From an optimization exercise on the open Yosys and OpenROAD flow, aimed at small area, a short achievable clock period and few clock cycles per item; shortcuts taken in it are not production practice. Where RTL was checked, it was by simulation tests only, not by an equivalence proof against the original. Power is estimated from default activity; no workload was simulated.

## branch nickel
==> flow/design.v (excerpt) <==
module jmp (
    input  wire        clk,
    input  wire        rst,           
    input  wire        load,
    input  wire [31:0] load_size,
    input  wire        start,
    input  wire        setq,
    input  wire [7:0]  setq_val,
    output wire        mem_re,
    output wire [31:0] mem_addr,
    input  wire [7:0]  mem_rdata,
    output wire        qt_we,
    output wire [10:0] qt_addr,
    output wire [7:0]  qt_wdata,
    output wire [15:0] status,
    output wire [31:0] size_o,
    output wire [7:0]  qfactor,
    output wire [31:0] offset_o,
    output wire [7:0]  width_blocks,
    output wire [7:0]  height_blocks,
    output wire [7:0]  type_o,
    output wire        precision,
    output wire [15:0] restart_interval,
    output wire [31:0] header_len,
    output wire [31:0] scan_off,
    output wire [31:0] scan_len
);
Settings: LEC_CHECK=0, CAP_MARGIN=20, CORE_MARGIN=2, CORE_UTILIZATION=55, PLACE_DENSITY=0.65, SETUP_SLACK_MARGIN=4.75, SLEW_MARGIN=20, TNS_END_PERCENT=0; clock period 8.0 ns.
standard.sh (not shown) runs the stock make flow with config.mk's settings and CLKGATE_MAP_FILE= SYNTH_SCRIPT=/design/flow/synth_recipe.tcl, a recipe that flattens the netlist after the stock synthesis.
==> flow/flow/run.sh <==
#!/bin/bash
# The standard layout (the standard.sh: standard synthesis, floorplan, place, CTS, route,
# finish), with two changes to how it is built:
#  - the I/O port buffers are sky130_fd_sc_hd__buf_1 instead of the cell buffer_ports picks
#    by default; every port still gets its own buffer;
#  - clock tree synthesis inserts no dummy loads.
set -euo pipefail
bash standard.sh \
  "BUFFER_PORTS_ARGS=-buffer_cell sky130_fd_sc_hd__buf_1" \
  "CTS_ARGS=-sink_clustering_enable -repair_clock_nets -dont_use_dummy_load -sink_clustering_size 14 -sink_clustering_max_diameter 60 -buf_list sky130_fd_sc_hd__clkbuf_8" \
  finish > standard_make.log 2>&1
Testbench counts of branch nickel, summed over its fixed seeds: cycles 78,442, items 320.
#### Input delta (branch xenon over branch nickel)
-- flow/design.v --
<<< branch nickel, line 105
    jmp_add #(.W(32)) u_sh1 (.a({8'd0, sl[31:8]}), .b(32'd0),    .ci(1'b1), .s(sl_h1));
    wire [31:0] jp = {jp_lo[8] ? sl_h1[23:0] : sl[31:8], jp_lo[7:0]};
    wire [32:0] a_inc;
    jmp_add #(.W(32)) u_inc (.a(a), .b(32'd0), .ci(1'b1), .s(a_inc));
>>> branch xenon, line 105
    jmp_add #(.W(32)) u_sh1 (.a({8'd0, sl[31:8]}), .b(32'd0),    .ci(1'b1), .s(sl_h1));
    wire [31:0] jp = {jp_lo[8] ? sl_h1[23:0] : sl[31:8], jp_lo[7:0]};
    wire [8:0]  jq_lo;
    jmp_add #(.W(8))  u_jqlo (.a(sl[7:0]),        .b(d),         .ci(1'b0), .s(jq_lo));
    wire [31:0] jq = {jq_lo[8] ? sl_h1[23:0] : sl[31:8], jq_lo[7:0]};
    wire [32:0] a_inc;
    jmp_add #(.W(32)) u_inc (.a(a), .b(32'd0), .ci(1'b1), .s(a_inc));
<<< branch nickel, line 243
                    len[15:8] <= d;
                    ph        <= S_LLO;
                    if (kind == K_DQT)
                        offset <= jp;
                    if (kind == K_SOS)
                        ci <= 1'b1;
>>> branch xenon, line 246
                    len[15:8] <= d;
                    ph        <= S_LLO;
                    if (kind == K_SOS)
                        ci <= 1'b1;
<<< branch nickel, line 279
                        ph     <= S_FIN0;
                    end else begin
                        ph <= (lfull == 16'd2) ? S_SEARCH : S_DQH;
                    end
                end
>>> branch xenon, line 280
                        ph     <= S_FIN0;
                    end else begin
                        offset <= jq;            
                        ph     <= (lfull == 16'd2) ? S_SEARCH : S_DQH;
                    end
                end
## What came out
Between branch nickel and branch xenon, the clock skew is lower for branch xenon. Changes observed in branch xenon relative to branch nickel: fraction of synthesized area in multiplexers moved down; chip height moved up; post-CTS setup repair buffer count moved down. branch nickel was routed with fewer vias than branch xenon. Any difference in max-slew violation count between branch nickel and branch xenon is small enough to ignore.
Function not checked in branch xenon: the RTL went through the layout flow alone.

* * *

RTL: one of the versions met above, not the one the previous note started from.
For scale: roughly 2000 cells after synthesis, ~250 flip-flops, ~330 I/O pins, ~18000 sq um of cells after synthesis.
## jmp
module jmp (
    input  wire        clk,
    input  wire        rst,           
    input  wire        load,
    input  wire [31:0] load_size,
    input  wire        start,
    input  wire        setq,
    input  wire [7:0]  setq_val,
    output wire        mem_re,
    output wire [31:0] mem_addr,
    input  wire [7:0]  mem_rdata,
    output wire        qt_we,
    output wire [10:0] qt_addr,
    output wire [7:0]  qt_wdata,
    output wire [15:0] status,
    output wire [31:0] size_o,
    output wire [7:0]  qfactor,
    output wire [31:0] offset_o,
    output wire [7:0]  width_blocks,
    output wire [7:0]  height_blocks,
    output wire [7:0]  type_o,
    output wire        precision,
    output wire [15:0] restart_interval,
    output wire [31:0] header_len,
    output wire [31:0] scan_off,
    output wire [31:0] scan_len
);
export LEC_CHECK = 0
export CAP_MARGIN = 20
export CORE_MARGIN = 2
export CORE_UTILIZATION = 55
export CTS_BUF_LIST = sky130_fd_sc_hd__clkbuf_8
export PLACE_DENSITY = 0.65
export SETUP_SLACK_MARGIN = 4.6
export SLEW_MARGIN = 20
export TNS_END_PERCENT = 0
create_clock -name core_clock -period 8.0 [get_ports {clk}]
Scripts as last shown in full above: flow/flow/run.sh
The baseline went through all stages and came out clean.
Next try:
--- a/flow/design.v
+++ b/flow/design.v
@@ -97,23 +97,20 @@
     wire [16:0] off_h1;
     jmp_add #(.W(8))  u_ppm (.a(offset[15:8]),  .b(mem_rdata), .ci(1'b0), .s(pp_m));
     jmp_add #(.W(16)) u_oh1 (.a(offset[31:16]), .b(16'd0),     .ci(1'b1), .s(off_h1));
     wire [31:0] pp = {pp_m[8] ? off_h1[15:0] : offset[31:16], pp_m[7:0], offset[7:0]};
     wire        pp_load = bsy && (ph == S_CODE || (ph == S_LHI && !d_live));
     wire [8:0]  jp_lo;
     wire [32:0] sl_h1;
     jmp_add #(.W(8))  u_jlo (.a(sl[7:0]),         .b(mem_rdata), .ci(1'b0), .s(jp_lo));
     jmp_add #(.W(32)) u_sh1 (.a({8'd0, sl[31:8]}), .b(32'd0),    .ci(1'b1), .s(sl_h1));
     wire [31:0] jp = {jp_lo[8] ? sl_h1[23:0] : sl[31:8], jp_lo[7:0]};
-    wire [8:0]  jq_lo;
-    jmp_add #(.W(8))  u_jqlo (.a(sl[7:0]),        .b(d),         .ci(1'b0), .s(jq_lo));
-    wire [31:0] jq = {jq_lo[8] ? sl_h1[23:0] : sl[31:8], jq_lo[7:0]};
     wire [32:0] a_inc;
     jmp_add #(.W(32)) u_inc (.a(a), .b(32'd0), .ci(1'b1), .s(a_inc));
     wire [15:0] lfull = {len[15:8], d};
     wire        hd128   = (d[7:4] != 4'd0);
     wire        r_ge67  = (|len[15:7]) | (len[6] & ((|len[5:2]) | (len[1] & len[0])));
     wire        r_ge131 = (|len[15:8]) | (len[7] & ((|len[6:2]) | (len[1] & len[0])));
     wire        dq_fit  = hd128 ? (r_ge131 & d_f128) : (r_ge67 & d_f64);
     wire        dq_last = prec ? (&qa[6:0]) : (&qa[5:0]);
     wire        pend = (cause == 6'd0);
     wire        fin_ok    = sof_found && dqt_found && wb != 8'd0 && hb != 8'd0;
@@ -172,23 +169,22 @@
             if (load) begin
                 if (~&load_size[31:16] || ~|load_size[15:0]) begin
                     size <= load_size;
                     st   <= ST_IDLE;
                 end
             end else if (start) begin
                 st        <= ST_BUSY;
                 bsy       <= 1'b1;
                 ph        <= S_SEARCH;
                 cause     <= 6'd0;
-                offset    <= 32'd0;
                 a         <= 32'd0;
-                fj        <= 1'b1;
+                fj        <= 1'b0;
                 sof_found <= 1'b0;
                 dqt_found <= 1'b0;
                 sos_found <= 1'b0;
                 dri_found <= 1'b0;
                 eoi_seen  <= 1'b0;
                 prec      <= 1'b0;
                 ri        <= 16'd0;
             end else if (setq) begin
                 qf <= setq_val;
             end
@@ -238,20 +234,22 @@
                 end else begin
                     if (d == 8'hD9)
                         eoi_seen <= 1'b1;
                     ph <= S_SEARCH;
                 end
             end
             S_LHI: begin
                 if (d_live) begin
                     len[15:8] <= d;
                     ph        <= S_LLO;
+                    if (kind == K_DQT)
+                        offset <= jp;
                     if (kind == K_SOS)
                         ci <= 1'b1;
                 end
             end
             S_LLO: begin
                 len[7:0] <= d;
                 l_is4    <= (lfull == 16'd4);
                 l_is17   <= (lfull == 16'd17);
                 l_lt4    <= (lfull < 16'd4);
                 case (kind)
@@ -272,22 +270,21 @@
                         cause <= C_SOS_TRUNC;
                     end else begin
                         ph <= S_FINS;
                     end
                 end
                 K_DQT: begin
                     if (!d_v || lfull < 16'd2) begin
                         offset <= size;
                         ph     <= S_FIN0;
                     end else begin
-                        offset <= jq;            
-                        ph     <= (lfull == 16'd2) ? S_SEARCH : S_DQH;
+                        ph <= (lfull == 16'd2) ? S_SEARCH : S_DQH;
                     end
                 end
                 K_DRI: ph <= S_DRI2;
                 default: begin       
                     if (lfull < 16'd17)
                         cause <= C_SOF_LENGTH;
                     ph <= S_SOF2;
                 end
                 endcase
             end
Setup slack got worse by 0.080 ns.
Final cell count falls by 7.9%.
Global-route usage drops by 2.2 points.
Sequential share of layout area climbs by 2.2 points.
Cell area drops by 6.0%.
Via count shrinks by 10%.
Clock skew went up by 0.023 ns.
Combinational power went up by 35%.
Wire length goes down by 13%.
Testbench counts after the change, summed over its fixed seeds: cycles 78,442, items 320.
No functional check of the RTL was part of the first run of this note.

* * *

Another version of the RTL of jmp (not shown whole).
For scale: ~1900 cells after synthesis, about 330 I/O pins, about 0.017 mm² of cells after synthesis.
// jmp
module jmp (
    input  wire        clk,
    input  wire        rst,           
    input  wire        load,
    input  wire [31:0] load_size,
    input  wire        start,
    input  wire        setq,
    input  wire [7:0]  setq_val,
    output wire        mem_re,
    output wire [31:0] mem_addr,
    input  wire [7:0]  mem_rdata,
    output wire        qt_we,
    output wire [10:0] qt_addr,
    output wire [7:0]  qt_wdata,
    output wire [15:0] status,
    output wire [31:0] size_o,
    output wire [7:0]  qfactor,
    output wire [31:0] offset_o,
    output wire [7:0]  width_blocks,
    output wire [7:0]  height_blocks,
    output wire [7:0]  type_o,
    output wire        precision,
    output wire [15:0] restart_interval,
    output wire [31:0] header_len,
    output wire [31:0] scan_off,
    output wire [31:0] scan_len
);
Settings: LEC_CHECK=0, CAP_MARGIN=20, CORE_MARGIN=2, CORE_UTILIZATION=40, SETUP_SLACK_MARGIN=4.3, SLEW_MARGIN=20; clock period 8.0 ns.
==> flow/flow/run.sh <==
#!/bin/bash
# The standard layout (the standard.sh: standard synthesis, floorplan, place, CTS, route,
# finish), with the I/O port buffers made from sky130_fd_sc_hd__buf_2 instead of the default
# cell buffer_ports picks. Every port still gets its own buffer.
set -euo pipefail
bash standard.sh "BUFFER_PORTS_ARGS=-buffer_cell sky130_fd_sc_hd__buf_2" finish > standard_make.log 2>&1
The first run ran to the end with no violations.
==> next run, changes <==
--- a/flow/design.v
+++ b/flow/design.v
@@ -50,18 +50,19 @@
                      S_LLO    = 5'd3,    
                      S_DQH    = 5'd4,    
                      S_DQT    = 5'd5,    
                      S_DQEND  = 5'd6,    
                      S_DQE2   = 5'd7,    
                      S_DRI2   = 5'd8,    
                      S_DRI3   = 5'd9,    
                      S_FIN0   = 5'd10,   
                      S_FIN    = 5'd11,   
+                     S_FINS   = 5'd12,   
                      S_DQE0   = 5'd13,   
                      S_REJ    = 5'd14,   
                      S_RSR    = 5'd15,   
                      S_SOF2   = 5'd16;   
     localparam [2:0] K_SKIP = 3'd0,
                      K_SOF  = 3'd1,
                      K_DQT  = 3'd2,
                      K_DRI  = 3'd3,
                      K_SOS  = 3'd4;
@@ -81,19 +82,19 @@
     reg [2:0]  kind;
     reg [31:0] a;          
     reg [15:0] len;        
     reg [10:0] qa;         
     reg        fj;         
     reg        ci;         
     reg        wr;         
     reg        l_is4, l_is17, l_lt4;    
     reg [7:0]  d;          
-    reg        p_live, p_v, p_f64, p_f128;    
+    reg        p_live, p_v, p_b6, p_or7;      
     reg        d_live, d_v, d_f64, d_f128;    
     wire [32:0] cmp   = {1'b0, size} + {1'b0, ~a} + {32'd0, ci};
     wire        cmp_c = cmp[32];
     wire [8:0]  jp_lo  = {1'b0, offset[7:0]} + {1'b0, mem_rdata};
     wire [8:0]  jp_m0  = {1'b0, offset[15:8]} + {1'b0, d};
     wire [8:0]  jp_m1  = {1'b0, offset[15:8]} + {1'b0, d} + 9'd1;
     wire [15:0] jp_h1  = offset[31:16] + 16'd1;
     wire [8:0]  jp_m   = jp_lo[8] ? jp_m1 : jp_m0;
     wire [31:0] jp     = {jp_m[8] ? jp_h1 : offset[31:16], jp_m[7:0], jp_lo[7:0]};
@@ -120,32 +121,32 @@
         a_zero = 1'b0;
         case (ph)
         S_LHI:    if (d_live && (kind == K_SKIP || kind == K_SOS)) jump1 = 1'b1;
         S_LLO:    if (kind == K_SOS) hold = 1'b1;
         S_DQE0:   jump = 1'b1;
         S_DQEND:  hold = 1'b1;
         S_REJ:    jump = 1'b1;
         S_RSR:    jump = 1'b1;
         S_FIN0:   begin jump = 1'b1; a_zero = 1'b1; end
-        S_FIN:    hold = 1'b1;
+        S_FIN, S_FINS: hold = 1'b1;
         default: ;
         endcase
     end
     always @(posedge clk) begin
         d      <= mem_rdata;
         p_live <= bsy && !jump && !jump1 && !hold;
         p_v    <= cmp_c;
-        p_f64  <= cmp_c && (|cmp[31:6]);
-        p_f128 <= cmp_c && (|cmp[31:7]);
+        p_b6   <= cmp[6];
+        p_or7  <= |cmp[31:7];
         d_live <= p_live && !jump;
         d_v    <= p_v;
-        d_f64  <= p_f64;
-        d_f128 <= p_f128;
+        d_f64  <= p_v && (p_or7 || p_b6);
+        d_f128 <= p_v && p_or7;
     end
     always @(posedge clk) begin
         if (ci)
             sl <= cmp[31:0];
     end
     always @(posedge clk) begin
         if (rst) begin
             st   <= ST_IDLE;
             bsy  <= 1'b0;
@@ -248,29 +249,24 @@
                         offset <= size;
                         ph     <= S_FIN0;
                     end else begin
                         offset <= a;             
                         fj     <= 1'b1;
                         ph     <= S_SEARCH;
                     end
                 end
                 K_SOS: begin
-                    bsy <= 1'b0;
                     if (!d_v) begin
                         st    <= ST_FAULT;
+                        bsy   <= 1'b0;
                         cause <= C_SOS_TRUNC;
-                    end else if (!cmp_c) begin
-                        st    <= ST_FAULT;
-                        cause <= C_SCAN_BEYOND;
                     end else begin
-                        sos_found <= 1'b1;
-                        st        <= fin_st;
-                        cause     <= fin_cause;
+                        ph <= S_FINS;
                     end
                 end
                 K_DQT: begin
                     if (!d_v || lfull < 16'd2) begin
                         offset <= size;
                         ph     <= S_FIN0;
                     end else begin
                         ph <= (lfull == 16'd2) ? S_SEARCH : S_DQH;
                     end
@@ -345,18 +341,29 @@
                     if (!l_is4)
                         ph <= S_REJ;             
                 end
             end
             S_FIN: begin
                 bsy   <= 1'b0;
                 st    <= fin_st;
                 cause <= fin_cause;
             end
+            S_FINS: begin
+                bsy <= 1'b0;
+                if (!p_v) begin
+                    st    <= ST_FAULT;
+                    cause <= C_SCAN_BEYOND;
+                end else begin
+                    sos_found <= 1'b1;
+                    st        <= fin_st;
+                    cause     <= fin_cause;
+                end
+            end
             default: begin
                 ph <= ph + 5'd1;
                 case (ph[3:0])
                 5'd0: if (pend && d != 8'd8) cause <= C_SOF_PRECISION;
                 5'd1: begin
                     hb[7:5] <= d[2:0];
                     if (pend && d[7:3] != 5'd0) cause <= C_SOF_DIMENSION;
                 end
                 5'd2: begin
The changed run produced a clean layout.
Hold slack improved by 0.079 ns.
Wire length falls by 0.48%.
Sequential share of layout area rose by 0.43 points.
Power is higher by 7.5%.
Synthesized cell count went down by 3.4%.
Global-route usage rose by 0.21 points.
Clock power shrinks by about 4%.
First-iteration DRC count shrinks by 2.8%.
Final area goes down by 1.4%.
Via count falls by 0.93%.
Core utilization grows by 0.32 points.
Non-clock buffer count grows by 22.
Synthesized area fell by 1.8%.
Fmax goes down by 2.8%.
No functional check of the RTL was part of any run of this note.

[separate check: timing with driven ports]
No port has a modelled driver above. Below, the same layouts with a new extraction and two added sets of constraints. Step 1, drivers: a clkbuf_16 drives clk and a buf_2 each remaining input, both assumed. Step 2, shift: input delay + t, output delay - t, t = (earliest + latest rising clock arrival at the registers) / 2. This alone moves slack from input paths to output paths. a / b / c = no drivers / after step 1 / after step 2; a / b = the first two.
run	shift t [ns]	setup slack, ns	worst setup path after step 2	worst slew at a driven data input, ns	pins driven straight from the clock port
branch nickel	0.640	4.424 / 4.429 / 3.789	input to register	0.07	1
branch xenon	0.639	4.438 / 4.438 / 3.865	input to register	0.04	1
the first run of note 2	0.640	4.464 / 4.479 / 3.849	input to register	0.04	1
the second run of note 2	0.627	4.384 / 4.384 / 3.824	input to register	0.04	1
the first run of note 3	0.629	4.226 / 4.244 / 3.614	input to register	0.05	1
the second run of note 3	0.633	4.119 / 4.137 / 3.504	input to register	0.05	1
After both steps setup and hold are still met in every run listed. The setup slack of branch nickel, which loses most, moves by +0.005 ns with the drivers and by -0.635 ns with both steps.
